Context: an optimization exercise on an open-source flow, tuned for a short achievable clock period and few clock cycles per item. The choices shown serve that exercise and are no tape-out recipe.
RTL that was checked went through simulation tests only; none was proved equivalent to the original.

==> inputs of run E <==
// fht8v_ook_codec
module fht8v_ook_codec (
  input  wire        clk,
  input  wire        rst,
  input  wire        enc_in_valid,
  output wire        enc_in_ready,
  input  wire [47:0] enc_in_msg,
  output wire        enc_out_valid,
  input  wire        enc_out_ready,
  output wire [7:0]  enc_out_byte,
  output wire        enc_out_last,
  input  wire        dec_in_valid,
  output wire        dec_in_ready,
  input  wire [7:0]  dec_in_byte,
  input  wire        dec_in_last,
  input  wire        dec_in_strict,
  output wire        dec_out_valid,
  input  wire        dec_out_ready,
  output wire [47:0] dec_out_msg,
  output wire [1:0]  dec_out_err
);
clock: 5.0 ns
lec_check: 0
abc_clock_period_in_ps: 2000
cap_margin: 20
core_margin: 2
core_utilization: 65
setup_slack_margin: 3.0
slew_margin: 20
synth_memory_max_bits: 65536
run.sh (not shown) runs the stock make flow with config.mk's settings and CLKGATE_MAP_FILE= SYNTH_SCRIPT=/design/flow/synth_recipe.tcl, a recipe that flattens the netlist after the stock synthesis.
==> run A (differences from run E) <==
--- a/flow/design.v
+++ b/flow/design.v
@@ -479,16 +479,14 @@
         end
       end
     end
   end
   always @(posedge clk) begin
     if (rst) begin
       out_valid <= 1'b0;
-      out_byte  <= 8'd0;
-      out_last  <= 1'b0;
       sv        <= 1'b0;
     end else if (!out_valid || out_ready) begin
       if (sv) begin
         out_valid <= 1'b1;
         out_byte  <= sb;
         out_last  <= sl;
         sv        <= 1'b0;
@@ -514,15 +512,15 @@
   input  wire        in_strict,
   output wire        res_valid,
   input  wire        res_ready,
   output wire [47:0] res_msg,      
   output wire [1:0]  res_err       
 );
   localparam E_OK = 2'd0, E_FRAMING = 2'd1, E_TRUNC = 2'd2, E_PARITY = 2'd3;
-  localparam QN = 2;               
+  localparam QN = 3;               
   localparam RCAP = QN + 1;
 function [8:0] dec_tab0(input [8:0] x);
   case (x)
     9'h000: dec_tab0 = 9'h001;
     9'h001: dec_tab0 = 9'h001;
     9'h002: dec_tab0 = 9'h001;
     9'h003: dec_tab0 = 9'h001;
@@ -4167,21 +4165,23 @@
   reg [8:0]  pos;                  
   reg [5:0]  nby;                  
   reg        par;
   reg        d4v, d4l, d4q1, d4q2, d4d1, d4d2, d4f1, d4k1, d4f2, d4k2;
   reg [1:0]  d4e;
   reg        done;
   reg [47:0] msg;
+  reg        r6v;
+  reg [1:0]  r6e;
+  reg [47:0] r6m;
   reg        rv;
   reg [47:0] rmsg;
   reg [1:0]  rerr;
   reg [47:0] qmsg [0:QN-1];
   reg [1:0]  qerr [0:QN-1];
-  reg [1:0]  qcnt;
-  reg        wp, rp;
+  reg [1:0]  qcnt, wp, rp;
   reg [2:0]  pend;                 
   assign res_valid = rv;
   assign res_msg   = rmsg;
   assign res_err   = rerr;
   reg s3sy, s3a, s3b, s3q1;
   always @(*) begin
     s3sy = sync; s3a = 1'b0; s3b = 1'b0; s3q1 = d2y1;
@@ -4213,17 +4213,14 @@
     case ({d4d1, d4d2})
       2'b11:   s5msg = {msg[45:0], d4q1, d4q2};
       2'b10:   s5msg = {msg[46:0], d4q1};
       2'b01:   s5msg = {msg[46:0], d4q2};
       default: s5msg = msg;
     endcase
   end
-  wire        r6v = d4v && !done && s5ev;
-  wire [1:0]  r6e = s5code;
-  wire [47:0] r6m = d4k1 ? msg : s5msg;
   wire take_first = in_valid && in_rdy && first;
   wire pop        = rv && res_ready;
   always @(posedge clk) begin
     if (in_rdy) begin
       d0b <= in_byte;
       d0l <= in_last;
       d0s <= in_strict;
@@ -4252,19 +4249,21 @@
     d4d1 <= d3a && !pos[8];
     d4d2 <= d3b && !pos[7];
     d4f1 <= f1;
     d4k1 <= k1;
     d4f2 <= f2;
     d4k2 <= k2;
     d4e  <= d3e;
+    r6e <= s5code;
+    r6m <= d4k1 ? msg : s5msg;
     if (rst) begin
       in_rdy <= 1'b1;
       first  <= 1'b1;
       pend   <= 3'd0;
-      d0v <= 1'b0; d1v <= 1'b0; d2v <= 1'b0; d3v <= 1'b0; d4v <= 1'b0;
+      d0v <= 1'b0; d1v <= 1'b0; d2v <= 1'b0; d3v <= 1'b0; d4v <= 1'b0; r6v <= 1'b0;
       cs   <= 3'd0;
       sync <= 1'b0;
       pos  <= 9'd1; nby <= 6'd1; par <= 1'b0;
       done <= 1'b0;
     end else begin
       in_rdy <= (in_rdy && first) ? (pend < RCAP - 1) : (pend < RCAP);
       d0v <= in_valid && in_rdy;
@@ -4274,14 +4273,15 @@
         pend <= pend + 3'd1;
       else if (!take_first && pop)
         pend <= pend - 3'd1;
       d1v <= d0v;
       d2v <= d1v;
       d3v <= d2v;
       d4v <= d3v;
+      r6v <= d4v && !done && s5ev;
       if (d1v)
         cs <= d1l ? 3'd0 : csel[8:6];
       if (d2v)
         sync <= d2l ? 1'b0 : s3sy;
       if (d3v) begin
         if (d3l) begin
           pos <= 9'd1; nby <= 6'd1; par <= 1'b0;
@@ -4309,33 +4309,32 @@
   end
   always @(posedge clk) begin
     if (r6v) begin
       qmsg[wp] <= r6m;
       qerr[wp] <= r6e;
     end
     if (rst) begin
-      rv <= 1'b0; qcnt <= 2'd0; wp <= 1'b0; rp <= 1'b0;
-      rmsg <= 48'd0; rerr <= E_OK;
+      rv <= 1'b0; qcnt <= 2'd0; wp <= 2'd0; rp <= 2'd0;
     end else if (!rv || res_ready) begin
       if (qcnt != 2'd0) begin
         rv   <= 1'b1;
         rmsg <= qmsg[rp];
         rerr <= qerr[rp];
-        rp   <= !rp;
+        rp   <= (rp == QN - 1) ? 2'd0 : rp + 2'd1;
         if (r6v)
-          wp <= !wp;
+          wp <= (wp == QN - 1) ? 2'd0 : wp + 2'd1;
         else
           qcnt <= qcnt - 2'd1;
       end else begin
         rv   <= r6v;
         rmsg <= r6m;
         rerr <= r6e;
       end
     end else if (r6v) begin
-      wp   <= !wp;
+      wp   <= (wp == QN - 1) ? 2'd0 : wp + 2'd1;
       qcnt <= qcnt + 2'd1;
     end
   end
 endmodule
 module fht8v_ook_codec (
   input  wire        clk,
   input  wire        rst,
Settings changed: CORE_UTILIZATION 65 to 40, SYNTH_MEMORY_MAX_BITS 65536 to default.
==> run R (differences from run E) <==
Settings changed: CTS_BUF_LIST from default to sky130_fd_sc_hd__clkbuf_16 sky130_fd_sc_hd__clkbuf_8, CTS_CLUSTER_DIAMETER from default to 60, CTS_CLUSTER_SIZE from default to 24, SETUP_SLACK_MARGIN 3.0 to 3.6.
==> run summary <==
Outcome -> finished clean
Initial antenna violation count -> 0
Largest family of logic cells by synthesized area -> simple AND/OR/NAND/NOR gates
Worst hold stages -> 0
Design area -> 0.0244 mm²
Initial DRT Pass Iterations -> 5
[end of results for run E]
==> run summary <==
Outcome -> stopped before the end
Post-synth EDFFs -> 286
Run Error -> [ERROR DPL-0038] Utilization greater than 100%, impossible to legalize
Post-synthesis simple-gate area fraction -> 0.134
XOR/XNOR share of the synthesized area -> 0.0256
Stopped at -> global routing (5_1_grt)
[end of results for run R]
==> run summary <==
Outcome -> stopped before the end
Stopped at -> synthesis (1_2_yosys)
Run Error -> ERROR: TCL interpreter returned an error: Source files actually used in the design:
Synth warn -> 2
[end of results for run A]
Testbench counts of run E, summed over its fixed seeds: cycles 33,878, items 768.
Testbench counts of run R, summed over its fixed seeds: cycles 33,878, items 768.
For run A, only the layout was checked, not whether the RTL still works.

==> what the ideal ports hide <==
In the flow no input, the clock included, has a driving cell. The finished layout below was timed again as built, in two steps. Step 1, drivers: a clkbuf_16 drives clk and a buf_2 each remaining input, both assumed. Step 2 adds t to the input delays and takes it off the output delays; t is the mean of the earliest and latest rising clock arrival at the registers after step 1. Input paths then give back, and output paths get back, about the clock's delay inside the block. Three values: no drivers, after step 1, after step 2; two values: the first two.
run: run E
t, ns: 0.593
slack for setup (ns): 2.862 / 2.862 / 2.492
worst setup path after step 2: input to register
After both steps run E still meets setup and hold. The setup slack of run E moves by 0.000 ns with the drivers and by -0.370 ns with both steps.
